Background: an optimization exercise with open tools, aiming at small area, a short achievable clock period and few clock cycles per item. Do not read the settings as production practice. Function was not checked in any run shown here: the RTL went through the layout flow alone. Power is estimated from default activity; no workload was simulated.

[flow/config.mk]
export PLATFORM = sky130hd
export DESIGN_NAME = tkg_core
export DESIGN_NICKNAME = tkg_core
export VERILOG_FILES = /design/flow/design.v
export SDC_FILE = /design/flow/constraint.sdc
export NUM_CORES = 4
export LEC_CHECK = 0
export CAP_MARGIN = 20
export CORE_MARGIN = 2
export CORE_UTILIZATION = 40
export SLEW_MARGIN = 20
[flow/constraint.sdc]
create_clock -name core_clock -period 8.0 [get_ports {clk}]
set_input_delay 1.6000 -clock core_clock [delete_from_list [all_inputs] [get_ports {clk}]]
set_output_delay 1.6000 -clock core_clock [all_outputs]
set_load 0.01 [all_outputs]
[flow/design.v]
module gain_table_rom #(
    parameter integer GAIN_SEED = 2
) (
    input  wire [5:0]  idx,
    output wire [16:0] word
);
    localparam [64*17-1:0] TABLE = {
        17'h10008,   
        17'h00104,   
        17'h00108,   
        17'h0010c,   
        17'h00111,   
        17'h00115,   
        17'h0011a,   
        17'h0011f,   
        17'h00124,   
        17'h00129,   
        17'h0012f,   
        17'h00135,   
        17'h0013b,   
        17'h00141,   
        17'h00147,   
        17'h0014e,   
        17'h00155,   
        17'h0015c,   
        17'h00164,   
        17'h0016c,   
        17'h00174,   
        17'h0017d,   
        17'h00186,   
        17'h0018f,   
        17'h00199,   
        17'h001a4,   
        17'h001af,   
        17'h001ba,   
        17'h001c7,   
        17'h001d4,   
        17'h001e1,   
        17'h001f0,   
        17'h10007,   
        17'h00210,   
        17'h00222,   
        17'h00234,   
        17'h00249,   
        17'h0025e,   
        17'h00276,   
        17'h0028f,   
        17'h002aa,   
        17'h002c8,   
        17'h002e8,   
        17'h0030c,   
        17'h00333,   
        17'h0035e,   
        17'h0038e,   
        17'h003c3,   
        17'h10006,   
        17'h00444,   
        17'h00492,   
        17'h004ec,   
        17'h00555,   
        17'h005d1,   
        17'h00666,   
        17'h0071c,   
        17'h10005,   
        17'h00924,   
        17'h00aaa,   
        17'h00ccc,   
        17'h10004,   
        17'h01555,   
        17'h10003,   
        17'h10002   
    };
    assign word = TABLE[idx * 17 +: 17];
endmodule
module scale_table_rom #(
    parameter integer SCALE_F = 61
) (
    input  wire [8:0]  addr,
    output wire [15:0] data
);
    wire [15:0] x  = {{7{addr[8]}}, addr};
    wire [15:0] ra = x << 6;
    wire [15:0] rb = ~(x << 1);
    wire [15:0] rc = ~x;
    wire [15:0] cs = ra ^ rb ^ rc;
    wire [15:0] cc = {(ra[14:0] & rb[14:0]) | (ra[14:0] & rc[14:0]) | (rb[14:0] & rc[14:0]), 1'b1};
    function automatic [15:0] ks16(input [15:0] a, input [15:0] b, input cin);
        reg [15:0] g, p, g2, p2, c;
        integer i, d;
        begin
            g = a & b;
            p = a ^ b;
            g[0] = g[0] | (p[0] & cin);
            p2 = p;
            for (d = 1; d < 16; d = d * 2) begin
                g2 = g;
                for (i = 15; i >= d; i = i - 1) begin
                    g2[i] = g[i] | (p2[i] & g[i - d]);
                end
                for (i = 15; i >= d; i = i - 1) p2[i] = p2[i] & p2[i - d];
                g = g2;
            end
            c = {g[14:0], cin};
            ks16 = p ^ c;
        end
    endfunction
    assign data = ks16(cs, cc, 1'b1);
endmodule
module delta_linear_decoder (
    input  wire        clk,
    input  wire        rst,
    input  wire        start,
    input  wire [29:0] start_n,
    input  wire        hold,
    output reg         busy,
    output reg         done,
    output wire        fin,       
    output reg  [29:0] idx,
    output reg  [7:0]  last,
    output reg         v2,        
    input  wire [15:0] t_last,    
    output reg         din_re,
    output wire [31:0] din_addr,
    input  wire [7:0]  din_rdata,
    output reg         do_we,
    output wire [31:0] do8_addr,
    output reg  [7:0]  do8_wdata,
    output wire [31:0] do16_addr,
    output reg  [15:0] do16_wdata
);
    reg [29:0] n;
    reg [29:0] wcnt;
    reg        rd;         
    reg        v1, lin1, end1;
    reg        end2;
    reg        wend;
    assign din_addr  = {2'b00, idx};
    assign do8_addr  = {2'b00, wcnt};
    assign do16_addr = {1'b0, wcnt, 1'b0};
    assign fin       = do_we && wend;
    wire        start_nz = (start_n != 30'd0);
    wire [29:0] idx_inc  = idx + 30'd1;
    wire        at_end   = (idx_inc == n);
    wire        rd_next  = start ? start_nz : din_re ? !at_end : rd;
    always @(posedge clk) begin
        if (rst) begin
            rd     <= 1'b0;
            din_re <= 1'b0;
            v1     <= 1'b0;
        end else begin
            rd     <= rd_next;
            din_re <= rd_next && !hold;
            v1     <= din_re;
        end
        idx  <= (idx + {29'd0, din_re}) & {30{~(rst | start)}};
        if (start) n <= start_n;
        lin1 <= (idx[3:0] == 4'd0);
        end1 <= at_end;
        if (rst) begin
            v2   <= 1'b0;
            last <= 8'd0;
        end else if (start) begin
            v2   <= 1'b0;
            last <= 8'd0;
        end else begin
            v2 <= v1;
            if (v1) last <= lin1 ? din_rdata : (last + din_rdata);
        end
        end2 <= end1;
        if (rst) do_we <= 1'b0;
        else     do_we <= v2;
        do8_wdata  <= last;
        do16_wdata <= t_last;
        wend       <= end2;
        wcnt <= (wcnt + {29'd0, do_we}) & {30{~start}};
        if (rst) begin
            busy <= 1'b0;
            done <= 1'b0;
        end else if (start) begin
            busy <= start_nz;
            done <= !start_nz;
        end else if (fin) begin
            busy <= 1'b0;
            done <= 1'b1;
        end
    end
endmodule
module envelope_gain_applier (
    input  wire        clk,
    input  wire        rst,
    input  wire        start,
    input  wire [29:0] start_n,
    output reg         busy,
    output reg         done,
    output wire        fin,       
    output reg  [29:0] idx,
    output reg  [7:0]  lvol,      
    output reg  [7:0]  rvol,      
    output reg         s_re,
    output wire [31:0] s_addr,
    input  wire [7:0]  ls_rdata,
    input  wire [7:0]  rs_rdata,
    output reg         v_re,
    output wire [31:0] v_addr,
    input  wire [7:0]  lv_rdata,
    input  wire [7:0]  rv_rdata,
    output reg         out_we,
    output wire [31:0] out_addr,
    output reg  [31:0] out_wdata
);
    reg [29:0] n;
    reg [29:0] wcnt;
    reg        v1, blk1, end1;
    reg        v2, end2;
    reg        wend;
    reg [11:0] lb2, rb2;        
    reg        v3, end3;
    reg [13:0] ls3, lc3, rs3, rc3;
    reg        ln3, rn3;
    assign s_addr   = {2'b00, idx};
    assign v_addr   = {5'd0, idx[29:4], 1'b1};
    assign out_addr = {wcnt, 2'b00};
    assign fin      = out_we && wend;
    wire        start_nz = (start_n != 30'd0);
    wire [29:0] idx_inc  = idx + 30'd1;
    wire        at_end   = (idx_inc == n);
    function automatic [11:0] booth(input [7:0] b);
        integer k;
        reg [2:0] d;
        begin
            for (k = 0; k < 4; k = k + 1) begin
                d = {b[2*k+1], b[2*k], (k == 0) ? 1'b0 : b[2*k-1]};
                booth[3*k+2] = d[2] & ~(d[1] & d[0]);                        
                booth[3*k+1] = (d[2] & ~d[1] & ~d[0]) | (~d[2] & d[1] & d[0]);  
                booth[3*k]   = d[1] ^ d[0];                                  
            end
        end
    endfunction
    function automatic [28:0] pprows(input [11:0] bd, input [7:0] v);
        reg [13:0] r [0:3];
        reg [8:0]  m;
        reg [13:0] s1, c1, s2, c2;
        integer k;
        begin
            for (k = 0; k < 4; k = k + 1) begin
                m = ({9{bd[3*k]}} & {1'b0, v}) | ({9{bd[3*k+1]}} & {v, 1'b0});
                r[k] = {{5{bd[3*k+2]}}, m ^ {9{bd[3*k+2]}}} << (2 * k);
                if (k > 0) r[k] = r[k] | ({13'd0, bd[3*(k-1)+2]} << (2 * (k - 1)));
            end
            s1 = r[0] ^ r[1] ^ r[2];
            c1 = ((r[0] & r[1]) | (r[0] & r[2]) | (r[1] & r[2])) << 1;
            s2 = s1 ^ c1 ^ r[3];
            c2 = ((s1 & c1) | (s1 & r[3]) | (c1 & r[3])) << 1;
            pprows = {bd[11], c2, s2};
        end
    endfunction
    wire [28:0] lrows = pprows(lb2, lvol);
    wire [28:0] rrows = pprows(rb2, rvol);
    function automatic [15:0] ks16(input [15:0] a, input [15:0] b, input cin);
        reg [15:0] g, p, g2, p2, c;
        integer i, d;
        begin
            g = a & b;
            p = a ^ b;
            g[0] = g[0] | (p[0] & cin);
            p2 = p;
            for (d = 1; d < 16; d = d * 2) begin
                g2 = g;
                for (i = 15; i >= d; i = i - 1) begin
                    g2[i] = g[i] | (p2[i] & g[i - d]);
                end
                for (i = 15; i >= d; i = i - 1) p2[i] = p2[i] & p2[i - d];
                g = g2;
            end
            c = {g[14:0], cin};
            ks16 = p ^ c;
        end
    endfunction
    function automatic [13:0] fin3(input [13:0] sm, input [13:0] cy, input ng);
        reg [13:0] r, x, k;
        reg [15:0] t;
        begin
            r = {7'd0, ng, 6'd0};
            x = sm ^ cy ^ r;
            k = {(sm[12:0] & cy[12:0]) | (sm[12:0] & r[12:0]) | (cy[12:0] & r[12:0]), 1'b0};
            t = ks16({2'b00, x}, {2'b00, k}, 1'b0);
            fin3 = t[13:0];
        end
    endfunction
    wire [13:0] lprod = fin3(ls3, lc3, ln3);
    wire [13:0] rprod = fin3(rs3, rc3, rn3);
    always @(posedge clk) begin
        if (rst) begin
            s_re <= 1'b0;
            v_re <= 1'b0;
            v1   <= 1'b0;
        end else if (start) begin
            s_re <= start_nz;
            v_re <= start_nz;
            v1   <= 1'b0;
        end else begin
            v1 <= s_re;
            if (s_re) begin
                s_re <= !at_end;
                v_re <= !at_end && (idx_inc[3:0] == 4'd0);
            end
        end
        idx  <= (idx + {29'd0, s_re}) & {30{~(rst | start)}};
        if (start) n <= start_n;
        blk1 <= v_re;
        end1 <= at_end;
        if (rst) begin
            v2   <= 1'b0;
            lvol <= 8'd0;
            rvol <= 8'd0;
        end else if (start) begin
            v2   <= 1'b0;
            lvol <= 8'd0;
            rvol <= 8'd0;
        end else begin
            v2 <= v1;
            if (v1 && blk1) begin
                lvol <= lv_rdata;
                rvol <= rv_rdata;
            end
        end
        lb2  <= booth(ls_rdata);
        rb2  <= booth(rs_rdata);
        end2 <= end1;
        if (rst) v3 <= 1'b0;
        else     v3 <= v2;
        {ln3, lc3, ls3} <= lrows;
        {rn3, rc3, rs3} <= rrows;
        end3 <= end2;
        if (rst) out_we <= 1'b0;
        else     out_we <= v3;
        out_wdata <= {rprod, 2'b00, lprod, 2'b00};
        wend      <= end3;
        wcnt <= (wcnt + {29'd0, out_we}) & {30{~start}};
        if (rst) begin
            busy <= 1'b0;
            done <= 1'b0;
        end else if (start) begin
            busy <= start_nz;
            done <= !start_nz;
        end else if (fin) begin
            busy <= 1'b0;
            done <= 1'b1;
        end
    end
endmodule
module tkg_core (
    input  wire        clk,
    input  wire        rst,
    input  wire        cmd_valid,
    output wire        cmd_ready,
    input  wire [63:0] cmd_word,
    output reg         rsp_valid,
    output reg  [2:0]  rsp_status,
    output reg  [31:0] rsp_data,
    output wire        din_re,
    output wire [31:0] din_addr,
    input  wire [7:0]  din_rdata,
    output wire        do8_we,
    output wire [31:0] do8_addr,
    output wire [7:0]  do8_wdata,
    output wire        do16_we,
    output wire [31:0] do16_addr,
    output wire [15:0] do16_wdata,
    output wire        ls_re,
    output wire [31:0] ls_addr,
    input  wire [7:0]  ls_rdata,
    output wire        lv_re,
    output wire [31:0] lv_addr,
    input  wire [7:0]  lv_rdata,
    output wire        rs_re,
    output wire [31:0] rs_addr,
    input  wire [7:0]  rs_rdata,
    output wire        rv_re,
    output wire [31:0] rv_addr,
    input  wire [7:0]  rv_rdata,
    output wire        out_we,
    output wire [31:0] out_addr,
    output wire [31:0] out_wdata
);
    localparam integer SCALE_F   = 61;
    localparam integer GAIN_SEED = 2;
    localparam [2:0] S_OK = 3'd0, S_ILLEGAL = 3'd1, S_READ_ONLY = 3'd2, S_BUSY = 3'd3,
                     S_IN_SHORT = 3'd4, S_OUT_SHORT = 3'd5;
    localparam [7:0]  SEED8   = GAIN_SEED;
    localparam [7:0]  SCALE8  = SCALE_F;
    localparam [31:0] ID_WORD = {16'h544B, SEED8, SCALE8};
    assign cmd_ready = 1'b1;
    wire accept = cmd_valid;
    wire [3:0]  op   = cmd_word[63:60];
    wire [3:0]  rsel = cmd_word[59:56];
    wire [23:0] rsv  = cmd_word[55:32];
    wire [31:0] imm  = cmd_word[31:0];
    wire rsv0   = (rsv == 24'd0);
    wire rsel0  = (rsel == 4'd0);
    wire imm_a0 = (imm[31:9] == 23'd0);
    wire imm_b0 = (imm[8:6] == 3'd0);
    wire imm_c0 = (imm[5:0] == 6'd0);
    wire imm0   = imm_a0 && imm_b0 && imm_c0;
    wire plain  = rsel0 && rsv0 && imm0;           
    wire op_nop  = (op == 4'h0);
    wire op_setp = (op == 4'h1);
    wire op_getp = (op == 4'h2);
    wire op_stat = (op == 4'h3);
    wire op_gt   = (op == 4'h4);
    wire op_st   = (op == 4'h5);
    wire op_dld  = (op == 4'h6);
    wire op_ega  = (op == 4'h7);
    wire slow_op = op[3] || op_nop || op_getp || op_gt || op_st;
    wire setp_legal = rsv0 && !(((rsel == 4'd0) || (rsel == 4'd4)) && (imm[31:30] != 2'd0));
    reg        setp_q;
    reg [3:0]  c_rsel;
    reg [31:0] c_imm;
    always @(posedge clk) begin
        if (rst) setp_q <= 1'b0;
        else     setp_q <= accept && op_setp && setp_legal && (rsel < 4'd10);
        if (accept) begin
            c_rsel <= rsel;
            c_imm  <= imm;
        end
    end
    reg [29:0] p_dld_n;
    reg [31:0] p_dld_len_in, p_dld_len_o8, p_dld_len_o16;
    reg [29:0] p_ega_n;
    reg [31:0] p_ega_len_ls, p_ega_len_lv, p_ega_len_rs, p_ega_len_rv, p_ega_len_out;
    wire [31:0] imm_w = c_imm & {32{~rst}};
    wire [9:0]  wsel  = {10{setp_q}} & (10'd1 << c_rsel);
    always @(posedge clk) begin
        if (rst || wsel[0]) p_dld_n       <= imm_w[29:0];
        if (rst || wsel[1]) p_dld_len_in  <= imm_w;
        if (rst || wsel[2]) p_dld_len_o8  <= imm_w;
        if (rst || wsel[3]) p_dld_len_o16 <= imm_w;
        if (rst || wsel[4]) p_ega_n       <= imm_w[29:0];
        if (rst || wsel[5]) p_ega_len_ls  <= imm_w;
        if (rst || wsel[6]) p_ega_len_lv  <= imm_w;
        if (rst || wsel[7]) p_ega_len_rs  <= imm_w;
        if (rst || wsel[8]) p_ega_len_rv  <= imm_w;
        if (rst || wsel[9]) p_ega_len_out <= imm_w;
    end
    wire        dld_busy_r, dld_done_r, dld_fin;
    wire [29:0] dld_idx;
    wire        ega_busy_r, ega_done_r, ega_fin;
    wire [29:0] ega_idx;
    wire [7:0]  lvol, rvol;
    wire dld_busy = dld_busy_r && !dld_fin;
    wire dld_done = dld_done_r || dld_fin;
    wire ega_busy = ega_busy_r && !ega_fin;
    wire ega_done = ega_done_r || ega_fin;
    reg  [3:0]  psel;
    reg  [31:0] preg;
    always @(*) begin
        case (psel)
            4'd0:    preg = {2'b00, p_dld_n};
            4'd1:    preg = p_dld_len_in;
            4'd2:    preg = p_dld_len_o8;
            4'd3:    preg = p_dld_len_o16;
            4'd4:    preg = {2'b00, p_ega_n};
            4'd5:    preg = p_ega_len_ls;
            4'd6:    preg = p_ega_len_lv;
            4'd7:    preg = p_ega_len_rs;
            4'd8:    preg = p_ega_len_rv;
            4'd9:    preg = p_ega_len_out;
            4'd10:   preg = {2'b00, dld_idx};
            4'd11:   preg = {24'd0, dld_last_w};
            4'd12:   preg = {2'b00, ega_idx};
            4'd13:   preg = {22'd0, lvol, 2'b00};
            4'd14:   preg = {22'd0, rvol, 2'b00};
            default: preg = ID_WORD;
        endcase
    end
    reg  [7:0] flag, dirty;
    reg        s_pend;
    wire [7:0] dmark = (setp_q && c_rsel == 4'd0) ? 8'h07 :
                       (setp_q && c_rsel == 4'd4) ? 8'hF8 :
                       {wsel[9:5], wsel[3:1]};
    wire [7:0] c_hit;
    wire [7:0] dirty_nx = (dirty & ~c_hit) | dmark;
    reg  [2:0] ck_nx;
    always @(*) begin
        casez (dirty_nx)
            8'b???????1: ck_nx = 3'd0;
            8'b??????10: ck_nx = 3'd1;
            8'b?????100: ck_nx = 3'd2;
            8'b????1000: ck_nx = 3'd3;
            8'b???10000: ck_nx = 3'd4;
            8'b??100000: ck_nx = 3'd5;
            8'b?1000000: ck_nx = 3'd6;
            default:     ck_nx = 3'd7;
        endcase
    end
    reg [3:0] ck_reg_nx;
    always @(*) begin
        case (ck_nx)
            3'd0: ck_reg_nx = 4'd1;  3'd1: ck_reg_nx = 4'd2;  3'd2: ck_reg_nx = 4'd3;  3'd3: ck_reg_nx = 4'd5;
            3'd4: ck_reg_nx = 4'd6;  3'd5: ck_reg_nx = 4'd7;  3'd6: ck_reg_nx = 4'd8;  default: ck_reg_nx = 4'd9;
        endcase
    end
    reg [2:0] ck;
    always @(posedge clk) begin
        ck   <= ck_nx;
        psel <= (accept && op_getp) ? rsel : ck_reg_nx;
    end
    reg [29:0] ca;      
    reg        cov;     
    always @(*) begin
        case (ck)
            3'd2:       begin ca = preg[30:1];          cov = preg[31];          end
            3'd7:       begin ca = preg[31:2];          cov = 1'b0;              end
            3'd4, 3'd6: begin ca = {preg[26:1], 4'd0};  cov = |preg[31:27];      end
            default:    begin ca = preg[29:0];          cov = |preg[31:30];      end
        endcase
    end
    wire [29:0] cb = (ck < 3'd3) ? p_dld_n : p_ega_n;
    function automatic lt30(input [29:0] a, input [29:0] b);
        reg [31:0] g, p;
        integer i, w;
        begin
            g = {2'b00, ~a & b};
            p = {2'b11, ~a | b};
            for (w = 1; w < 32; w = w * 2)
                for (i = 31; i >= 0; i = i - 1)
                    if ((i % (2 * w)) == (2 * w - 1)) begin
                        g[i] = g[i] | (p[i] & g[i - w]);
                        p[i] = p[i] & p[i - w];
                    end
            lt30 = g[31];
        end
    endfunction
    wire c_lt = !cov && lt30(ca, cb);
    wire c_en = !s_pend && dirty[ck];
    assign c_hit = {8{c_en}} & (8'd1 << ck);
    always @(posedge clk) begin
        if (rst) begin
            flag  <= 8'd0;
            dirty <= 8'd0;
        end else begin
            flag  <= (flag & ~c_hit) | ({8{c_lt}} & c_hit);
            dirty <= dirty_nx;
        end
    end
    wire d_clean = (dirty[2:0] == 3'd0);
    wire e_clean = (dirty[7:3] == 5'd0);
    wire [2:0] d_code = flag[0] ? S_IN_SHORT : (flag[1] || flag[2]) ? S_OUT_SHORT : S_OK;
    wire [2:0] e_code = (flag[3] || flag[4] || flag[5] || flag[6]) ? S_IN_SHORT :
                        flag[7] ? S_OUT_SHORT : S_OK;
    wire d_defer = op_dld && plain && !dld_busy && !d_clean;
    wire e_defer = op_ega && plain && !ega_busy && !e_clean;
    wire [2:0] c6 = dld_busy ? S_BUSY : d_code;
    wire [2:0] c7 = ega_busy ? S_BUSY : e_code;
    wire [2:0] cx = !op[2] ? S_OK : op[0] ? c7 : c6;
    wire       ill_setp = !rsv0 || (((rsel == 4'd0) || (rsel == 4'd4)) && (imm[31] || imm[30]));
    wire       ro_setp  = rsel[3] && (rsel[2] || rsel[1]);
    wire [2:0] f_status = (!op[2] && !op[1]) ? {1'b0, !ill_setp && ro_setp, ill_setp} :
                          !plain ? S_ILLEGAL : cx;
    wire [31:0] f_data = (op_stat && plain) ?
        {22'd0, ega_done, ega_busy, 6'd0, dld_done, dld_busy} : 32'd0;
    reg d_wait, e_wait;
    wire d_go = d_wait && d_clean;
    wire e_go = e_wait && e_clean;
    reg dld_start, ega_start;
    always @(posedge clk) begin
        if (rst) begin
            d_wait    <= 1'b0;
            e_wait    <= 1'b0;
            dld_start <= 1'b0;
            ega_start <= 1'b0;
        end else begin
            d_wait    <= (d_wait && !d_clean) || (accept && d_defer);
            e_wait    <= (e_wait && !e_clean) || (accept && e_defer);
            dld_start <= (accept && op_dld && plain && !dld_busy && d_clean && d_code == S_OK) ||
                         (d_go && d_code == S_OK);
            ega_start <= (accept && op_ega && plain && !ega_busy && e_clean && e_code == S_OK) ||
                         (e_go && e_code == S_OK);
        end
    end
    reg        s_legal;
    reg [1:0]  s_kind;      
    always @(posedge clk) begin
        if (rst) s_pend <= 1'b0;
        else     s_pend <= accept && slow_op;
        if (accept) s_kind  <= {op_gt || op_st, op_getp || op_st};
        if (accept) s_legal <= op_getp ? (rsv0 && imm0) :
                   op_gt   ? (rsel0 && rsv0 && imm_a0 && imm_b0) :
                   op_st   ? (rsel0 && rsv0 && imm_a0) : plain;
    end
    wire [16:0] gt_word;
    wire [15:0] st_word;
    gain_table_rom #(.GAIN_SEED(GAIN_SEED)) u_gt (
        .idx  (c_imm[5:0]),
        .word (gt_word)
    );
    wire dld_v2;
    wire [7:0] dld_last_w;
    reg  st_wait;
    reg  st_want;     
    wire st_use  = st_want && !dld_v2;
    wire st_need = s_pend && st_want && dld_v2;
    wire st_go   = st_wait && !dld_v2;
    always @(posedge clk) begin
        if (rst) begin
            st_wait <= 1'b0;
            st_want <= 1'b0;
        end else begin
            st_wait <= st_need || (st_wait && dld_v2);
            st_want <= (accept && op_st && rsel0 && rsv0 && imm_a0) || (st_want && dld_v2);
        end
    end
    scale_table_rom #(.SCALE_F(SCALE_F)) u_st (
        .addr (st_use ? c_imm[8:0] : {dld_last_w[7], dld_last_w}),
        .data (st_word)
    );
    reg [31:0] s_data;
    always @(*) begin
        if (!s_legal) s_data = 32'd0;
        else case (s_kind)
            2'd1:    s_data = preg;
            2'd2:    s_data = {15'd0, gt_word};
            2'd3:    s_data = {16'd0, st_word};
            default: s_data = 32'd0;
        endcase
    end
    always @(posedge clk) begin
        if (rst) rsp_valid <= 1'b0;
        else     rsp_valid <= (s_pend && !st_need) || st_go || d_go || e_go ||
                              (accept && !slow_op && !d_defer && !e_defer);
        if (s_pend || st_wait) begin
            rsp_status <= s_legal ? S_OK : S_ILLEGAL;
            rsp_data   <= s_data;
        end else if (d_wait) begin
            rsp_status <= d_code;
            rsp_data   <= 32'd0;
        end else if (e_wait) begin
            rsp_status <= e_code;
            rsp_data   <= 32'd0;
        end else begin
            rsp_status <= f_status;
            rsp_data   <= f_data;
        end
    end
    wire dld_we;
    delta_linear_decoder u_dld (
        .clk        (clk),
        .rst        (rst),
        .start      (dld_start),
        .start_n    (p_dld_n),
        .hold       (st_need),
        .v2         (dld_v2),
        .t_last     (st_word),
                .busy       (dld_busy_r),
        .done       (dld_done_r),
        .fin        (dld_fin),
        .idx        (dld_idx),
        .last       (dld_last_w),
        .din_re     (din_re),
        .din_addr   (din_addr),
        .din_rdata  (din_rdata),
        .do_we      (dld_we),
        .do8_addr   (do8_addr),
        .do8_wdata  (do8_wdata),
        .do16_addr  (do16_addr),
        .do16_wdata (do16_wdata)
    );
    assign do8_we  = dld_we;
    assign do16_we = dld_we;
    wire ega_s_re, ega_v_re;
    wire [31:0] ega_s_addr, ega_v_addr;
    envelope_gain_applier u_ega (
        .clk       (clk),
        .rst       (rst),
        .start     (ega_start),
        .start_n   (p_ega_n),
                .busy      (ega_busy_r),
        .done      (ega_done_r),
        .fin       (ega_fin),
        .idx       (ega_idx),
        .lvol      (lvol),
        .rvol      (rvol),
        .s_re      (ega_s_re),
        .s_addr    (ega_s_addr),
        .ls_rdata  (ls_rdata),
        .rs_rdata  (rs_rdata),
        .v_re      (ega_v_re),
        .v_addr    (ega_v_addr),
        .lv_rdata  (lv_rdata),
        .rv_rdata  (rv_rdata),
        .out_we    (out_we),
        .out_addr  (out_addr),
        .out_wdata (out_wdata)
    );
    assign ls_re   = ega_s_re;
    assign rs_re   = ega_s_re;
    assign ls_addr = ega_s_addr;
    assign rs_addr = ega_s_addr;
    assign lv_re   = ega_v_re;
    assign rv_re   = ega_v_re;
    assign lv_addr = ega_v_addr;
    assign rv_addr = ega_v_addr;
endmodule
[flow/run.sh]
#!/bin/bash
# synth_recipe.tcl (not shown) runs the flow's synth.tcl, then flattens the netlist and writes it again
# the make line also repeats each setting of config.mk as NAME=value (left out here)
make -C /OpenROAD-flow-scripts/flow DESIGN_CONFIG=/design/flow/config.mk WORK_HOME=/design/flow/orfs CLKGATE_MAP_FILE= SYNTH_SCRIPT=/design/flow/synth_recipe.tcl finish
==> results of run 1 <==
cell type report:
| cell class | count | area [um2] |
|---|---|---|
| Fill cell | 9113 | 51370 |
| Sequential cell | 778 | 19750 |
| Multi-Input combinational cell | 2565 | 17760 |
| Timing Repair Buffer | 485 | 4730 |
| Clock buffer | 115 | 2384 |
| Tap cell | 1287 | 1610 |
| Clock inverter | 42 | 476.7 |
| Inverter | 88 | 330.3 |
| Antenna cell | 3 | 7.507 |
power by group through the flow:
| stage | clock, mW | sequential (mW) | combinational [mW] |
|---|---|---|---|
| 6_report | 4.06 | 4.70 | 1.16 |
| 5_1_grt | 4.28 | 4.71 | 1.27 |
| 4_1_cts | 4.13 | 4.69 | 1.15 |
| 3_5_place_dp | 0 | 4.77 | 1.14 |
| 3_3_place_gp | 0 | 4.77 | 1.14 |
| 2_1_floorplan | 0 | 4.71 | 0.717 |
stage by stage:
| stage | util, % | hold WS [ns] |
|---|---|---|
| after global routing | 47.80 | 0.3301 |
| after detailed placement | 44.88 | 0.3144 |
| final | 47.80 | 0.3248 |
| after global placement | 44.86 | 0.3103 |
| after CTS | 47.78 | 0.3281 |
| after floorplan | - | 0.3096 |
cells by family (layout without fill, tap and decap cells):
logic type	Yosys count	in the layout	share of synthesized area, %
and+or+nand+nor	1224	1224	16.05
DFF	778	778	49.65
AOI/OAI and AO/OA	755	755	13.11
buffers and inverters	456	730	6.128
xor gates and xnor gates	290	290	6.392
adders and majority gates	144	144	5.277
muxes	123	123	3.372
other	2	32	0.01890
cells in the final DEF, fill, tap and decap left out, types with 98 or more instances in the layout:
cell type / n
nand3_1: 119
o21ai_0: 134
dfxtp_1: 357
a22oi_1: 98
nor2_1: 273
xor2_1: 98
nand2_1: 257
clkdlybuf4s50_1: 432
xnor2_1: 192
edfxtp_1: 415
ha_1: 102
a21oi_1: 186
worst reg2reg max path: stages, from the launching register on:
cell and delay, ns:
dfxtp_4 0.82, buf_4 0.60, clkinv_1 0.54, a21o_1 0.31
a2111oi_1 0.93, nor3_1 0.15, a221oi_1 0.40, a32oi_1 0.19
a311o_1 0.39, nand3_1 0.14, a221oi_4 0.17, a2111oi_2 0.34
per-layer routing:
| layer | share of wire [%] | up-vias | global-route usage, % |
|---|---|---|---|
| met1 | 40 | 15330 | 34.56 |
| li1 | - | 14140 | - |
| met5 | 0 | - | 0 |
| met4 | 5.5 | 0 | 13.51 |
| met3 | 9.3 | 338 | 5.379 |
| met2 | 45 | 1704 | 41.64 |
worst max path at each step:
stage                 startpoint                    to  slack, ns  cells after the start
floorplan               c_imm[3]  u_dld.do16_wdata[13]       4.01                     16
global placement    cmd_word[33]         rsp_status[2]       2.39                     11
detailed placement       psel[3]              register       3.04                     11
CTS                      psel[3]              register       3.03                     11
global route             psel[3]              register       2.71                     11
finish                   psel[3]              register       2.90                     11
==> out/metrics.csv, run 1 <==
stage;metric;value;unit
placed_design;dp_hpwl;100.9;mm
setup_path;start_kind;register;
route;first_iter_violations;4053;
floorplanning;start_util;40.37;%
route;num_vias;31510;
setup_path;r2r_start;psel[3];
clock_network;cts_buffer_depth;3;
route;vias_per_cell;5.875;
yosys;ys_types;105;
setup_path;end_kind;register;
yosys;ys_seq_elements;778;
pwr;p_per_area;210.8;mW/mm2
pwr;pwr-share-comb;11.7;%
pwr;irDropWorstVdd;159.8;uV
floorplanning;rows;115;
setup_path;cpMaxStageDelayCell;a2111oi_1;
hold_path;hp-start;u_ega.rs3[1];
hold_path;holdCritPathClass;register to register;
clock_network;clkSlewWorstSetupHoldPaths;0.06;ns
yosys;synth_commonest_cells;edfxtp_1 (415), dfxtp_1 (363), nor2_1 (275), nand2_1 (259), xnor2_1 (192);
finish;drive_above_1_share;7.341;%
setup_path;cp_max_fo;62;
setup_path;arrival;5.65;ns
placed_design;gp_congestion;0.9820;
yosys;synth_top_area_share;31.36;%
grt;grt.overflow.total;0;
setup_path;crit_required;8.55;ns
yosys;synth-async-reset-ratio;0;%
pwr;switching_power;2.507;mW
grt;track_usage;26.48;%
route;firstDrtPassIters;8;
pwr;swShare;25.28;%
yosys;synth-edff-count;415;
timing;fin_crit;5.097;ns
grt;grt_pass1_wl;200.6;mm
clock_network;root_buffer;clkbuf_16;
setup_path;critPathKind;register to register;
floorplanning;die_area;0.1019;mm2
yosys;avgSynthCellArea;10.53;um2
pwr;sequentialPowerShare;47.4;%
hold_path;min_path_cells;0;
timing;rsz0062_at_grt;no;
yosys;synth_top_flop_cell;edfxtp_1;
yosys;synth.most_common_cell;edfxtp_1;
setup_path;worstPathCellList;buf_4, clkinv_1, a21o_1, a2111oi_1, nor3_1, a221oi_1, a32oi_1, a311o_1, nand3_1, a221oi_4, a2111oi_2;
timing;relSlewSlack;20.64;%
setup_path;path_buf_inv;2;
grt;grt_antenna_before_repair;5;
timing;fin_tns_setup;0;ns
pwr;pwr-share-clk;41.0;%
yosys;yosys-top-cells-area;edfxtp_1 (31%), dfxtp_1 (18%), xnor2_1 (4.2%);
timing;finalCritPeriodShare;63.72;%
floorplanning;coreArea;0.09842;mm2
placed_design;pre_cts_ws;3.045;ns
timing;final-hold-violation-count;0;
finish;fin_cells;5363;
placed_design;port_buffers;434;
clock_network;ctsResizeCount;0;
yosys;syn_inst;3772;
timing;max_freq;196.2;MHz
clock_network;hold_buffers;0;
pwr;leakagePower;16.45;nW
run;drv_cap;0;
placed_design;dpl.cell_count;5203;
yosys;syn-cell-area;0.03974;mm2
grt;grt_max_degree;64;
outcome;outcome;no timing/DRC/antenna violations;
route;drtAntennaViolNets;0;
clock_network;htreeDepth;3;
clock_network;post_cts_buffers;0;
setup_path;reg2reg_slack;2.90;ns
clock_network;clk_latency;0.68;ns
floorplanning;io_pins;464;
timing;slew_viol_final;0;
floorplanning;die_h;319.2;um
finish;nNetsFinal;4253;
route;wl_per_cell;26.07;um
pwr;intPower;7.409;mW
clock_network;numCtsBuffers;86;
yosys;seq_area_frac_synth;49.65;%
timing;skew;0.02866;ns
timing;setup_viol;0;
finish;area_growth;18.40;%
yosys;ys_warn_count;6;
pwr;finalPower;9.916;mW
clock_network;clock-sinks;778;
setup_path;reg2reg_depth;11;
grt;first_global_vias;29560;
placed_design;placed_cell_area;0.04417;mm2
route;drcViolationCount;0;
clock_network;cts_tree;yes;
floorplanning;die_x;319.2;um
setup_path;max_stage_delay;0.93;ns
route;wl;139.8;mm
yosys;yosys.area.top_type;edfxtp_1;
finish;design_area;0.04705;mm2
timing;worst_slack;2.903;ns
timing;tightest_slew;1.178;ns
setup_path;crit_family;compound AO/OA/AOI/OAI gates;
hold_path;worst_hold_path.endpoint;u_ega.out_wdata[19];
==> inputs of run 2 (changes only) <==
--- a/flow/config.mk
+++ b/flow/config.mk
@@ -8,4 +8,5 @@
 export CAP_MARGIN = 20
 export CORE_MARGIN = 2
 export CORE_UTILIZATION = 40
+export SETUP_SLACK_MARGIN = 5
 export SLEW_MARGIN = 20
==> run 2 against run 1 <==
  * Die area unchanged
  * Sequential power about the same
  * Utilization increased by 4.5 points
  * Via count increased by 6.8%
  * Non-clock buffer count increased by 231
  * Sequential share of layout area decreased by 3.1 points
  * Maximum frequency increased by 36%
  * Area after synthesis unchanged
==> out/metrics.csv, run 2 <==
stage;metric;value;unit
outcome;outcome;no timing/DRC/antenna violations;
timing;rsz0062_at_grt;yes;
grt;grt.overflow.total;0;
timing;whs;0.3257;ns
setup_path;critPathLaunch;psel[0];
floorplanning;rows;115;
floorplanning;io_pins;464;
route;wl_per_cell;27.45;um
placed_design;port_buffers;434;
timing;fin_crit;3.754;ns
route;firstDrtPassIters;7;
finish;layout_common_cells;edfxtp_1 (415), dlygate4sd2_1 (268), dfxtp_1 (260);
floorplanning;coreArea;0.09842;mm2
floorplanning;die_area;0.1019;mm2
timing;setup_viol;0;
route;num_vias;33650;
floorplanning;start_util;40.37;%
placed_design;dp_hpwl;103.1;mm
setup_path;worstPathCellList;buf_12, buf_8, nor3b_4, a22oi_1, o22ai_2, nor3_1, o41ai_2, nor2_1, o211a_1, a211o_4, nor4_2, a2111oi_4;
yosys;synth_top_flop_cell;edfxtp_1;
timing;slew_viol_final;0;
yosys;avgSynthCellArea;10.53;um2
yosys;ys_seq_elements;778;
setup_path;crit_required;8.54;ns
route;drtAntennaViolNets;0;
clock_network;clock-sinks;778;
clock_network;clkSlewWorstSetupHoldPaths;0.06;ns
grt;grt_antenna_before_repair;8;
yosys;seq_area_frac_synth;49.65;%
yosys;synth_commonest_cells;edfxtp_1 (415), dfxtp_1 (363), nor2_1 (275), nand2_1 (259), xnor2_1 (192);
yosys;synth-async-reset-ratio;0;%
finish;fill_cells;8833;
grt;grt_max_degree;64;
pwr;finalPower;10.09;mW
grt;grt_pass1_wl;217.6;mm
yosys;syn_inst;3772;
setup_path;cp_max_fo;30;
floorplanning;die_x;319.2;um
timing;max_freq;266.4;MHz
finish;nNetsFinal;4488;
finish;mostFrequentLayoutCell;edfxtp_1;
pwr;leakagePower;19.84;nW
route;first_iter_violations;4410;
pwr;swShare;26.06;%
timing;final-hold-violation-count;0;
yosys;synth-edff-count;415;
hold_path;hp-start;u_ega.end2;
clock_network;root_buffer;clkbuf_16;
pwr;pwr-share-clk;41.0;%
timing;fin_tns_setup;0;ns
clock_network;numCtsBuffers;88;
pwr;p_per_area;195.9;mW/mm2
clock_network;htreeDepth;3;
setup_path;arrival;4.30;ns
timing;relSlewSlack;18.33;%
timing;finalCritPeriodShare;46.92;%
clock_network;clk_latency;0.71;ns
yosys;ys_types;105;
yosys;yosys-top-cells-area;edfxtp_1 (31%), dfxtp_1 (18%), xnor2_1 (4.2%);
grt;first_global_vias;31590;
pwr;irDropWorstVdd;134.5;uV
pwr;sequentialPowerShare;46.4;%
yosys;syn-cell-area;0.03974;mm2
setup_path;start_kind;register;
yosys;ys_warn_count;6;
setup_path;cpMaxStageDelayCell;nor3b_4;
route;vias_per_cell;6.005;
grt;track_usage;28.91;%
placed_design;gp_congestion;1.005;
run;drv_cap;0;
finish;area_growth;29.56;%
setup_path;r2r_start;psel[0];
hold_path;holdCritPathClass;register to register;
route;drcViolationCount;0;
setup_path;end_kind;register;
timing;skew;0.04520;ns
yosys;synth.most_common_cell;edfxtp_1;
setup_path;critPathKind;register to register;
route;wl;153.8;mm
pwr;intPower;7.459;mW
setup_path;max_stage_delay;0.51;ns
floorplanning;die_h;319.2;um
clock_network;cts_tree;yes;
clock_network;cts_buffer_depth;3;
finish;drive_above_1_share;22.86;%
pwr;pwr-share-comb;12.6;%
timing;tightest_slew;1.221;ns
pwr;switching_power;2.629;mW
yosys;yosys.area.top_type;edfxtp_1;
yosys;synth_top_area_share;31.36;%
run 2: kinds of logic (layout without fill, tap and decap cells):
| group | count (synthesis) | after routing | share of synthesized area [%] |
|---|---|---|---|
| buf+inv | 456 | 964 | 6.128 |
| compound gates | 755 | 757 | 13.11 |
| simple gates | 1224 | 1224 | 16.05 |
| fa+ha+maj | 144 | 144 | 5.277 |
| other cells | 2 | 36 | 0.01890 |
| flops | 778 | 778 | 49.65 |
| mux | 123 | 123 | 3.372 |
| xor+xnor | 290 | 290 | 6.392 |
run 2: power by group through the flow:
| stage | combinational (mW) | clock (mW) | sequential, mW |
|---|---|---|---|
| 2_1_floorplan | 0.725 | 0 | 4.71 |
| 6_report | 1.27 | 4.14 | 4.68 |
| 4_1_cts | 1.22 | 4.20 | 4.66 |
| 3_5_place_dp | 1.16 | 0 | 4.77 |
| 3_3_place_gp | 1.15 | 0 | 4.77 |
| 5_1_grt | 1.37 | 4.35 | 4.69 |
run 2: through the flow:
step           setup slack, ns  instances  cell area (um2)  util, %
2_1_floorplan            4.532       3799            40130        -
3_3_place_gp             2.139       5208            44390    45.11
3_5_place_dp             3.191       5209            44410    45.13
4_1_cts                  4.415       5535            50270    51.08
5_1_grt                  4.112       5596            51470    52.29
6_report                 4.246       5603            51480    52.31
run 2: path summary, 6_finish.rpt:
check	endpoint	slack [ns]	cells past startpoint
max	register	4.25	12
min	u_ega.end3	0.33	0
max reg2reg	register	4.25	12
min reg2reg	u_ega.end3	0.33	0
run 2: timing repair:
| item | in CTS | in global routing |
|---|---|---|
| cloned | 10 | 3 |
| pin swaps | 81 | 76 |
| hold buffers | 0 | 0 |
| buffers inserted | 156 | 58 |
| resized for setup | 1054 | 163 |
| setup endpoints to repair | 434 | 107 |
run 2: final cells by class:
cell class / count / area (um2) / area share, %
repair buffers: 716 / 6783 / 13.17
diodes: 7 / 17.52 / 0.03402
flip-flops and latches: 778 / 20030 / 38.90
well taps: 1287 / 1610 / 3.128
inverters: 88 / 347.8 / 0.6756
clock inverters: 39 / 501.7 / 0.9746
multi-input cells: 2567 / 19770 / 38.40
clock buffers: 121 / 2427 / 4.715
run 2: per-layer routing:
| metal | track usage, % | part of all wire, % |
|---|---|---|
| met5 | 0 | 0.0085 |
| met4 | 15.88 | 6.5 |
| met3 | 8.618 | 11 |
| met2 | 44.95 | 44 |
| met1 | 35.97 | 38 |
run 2: worst max-delay path, delay by kind of cell (launching register included):
family / cells / cell delay [ns]
compound gates: 6 / 1.76
simple gates: 4 / 1.11
flops: 1 / 0.39
buf+inv: 2 / 0.32

[what the ideal ports hide]
The results above use ideal ports. As a check the final layouts listed here were re-extracted and re-timed, cells and wires unchanged.
Step 1 sets driving cells, clkbuf_16 on the clock port and buf_2 on the other inputs (assumed; they add their load-dependent delay and slew).
Step 2 times the ports against the registers' clock, not the clock port: input delays grow and output delays shrink by t, the midpoint of the rising clock arrivals with the driver on.
Slacks: no drivers / after step 1 / after step 2; pairs: no drivers / after step 1.
| run | t (ns) | slack for setup (ns) | worst setup path at the end | latest minus earliest clock arrival (ns) | worst data-port slew with drivers (ns) |
|---|---|---|---|---|---|
| run 1 | 0.736 | 2.903 / 2.903 / 2.903 | register to register | 0.035 / 0.035 | 0.06 |
| run 2 | 0.756 | 4.246 / 4.246 / 4.141 | input to register | 0.051 / 0.051 | 0.06 |
After both steps every run listed still meets setup and hold. The setup slack of run 2, which loses most, moves by 0.000 ns with the drivers and by -0.105 ns with both steps.
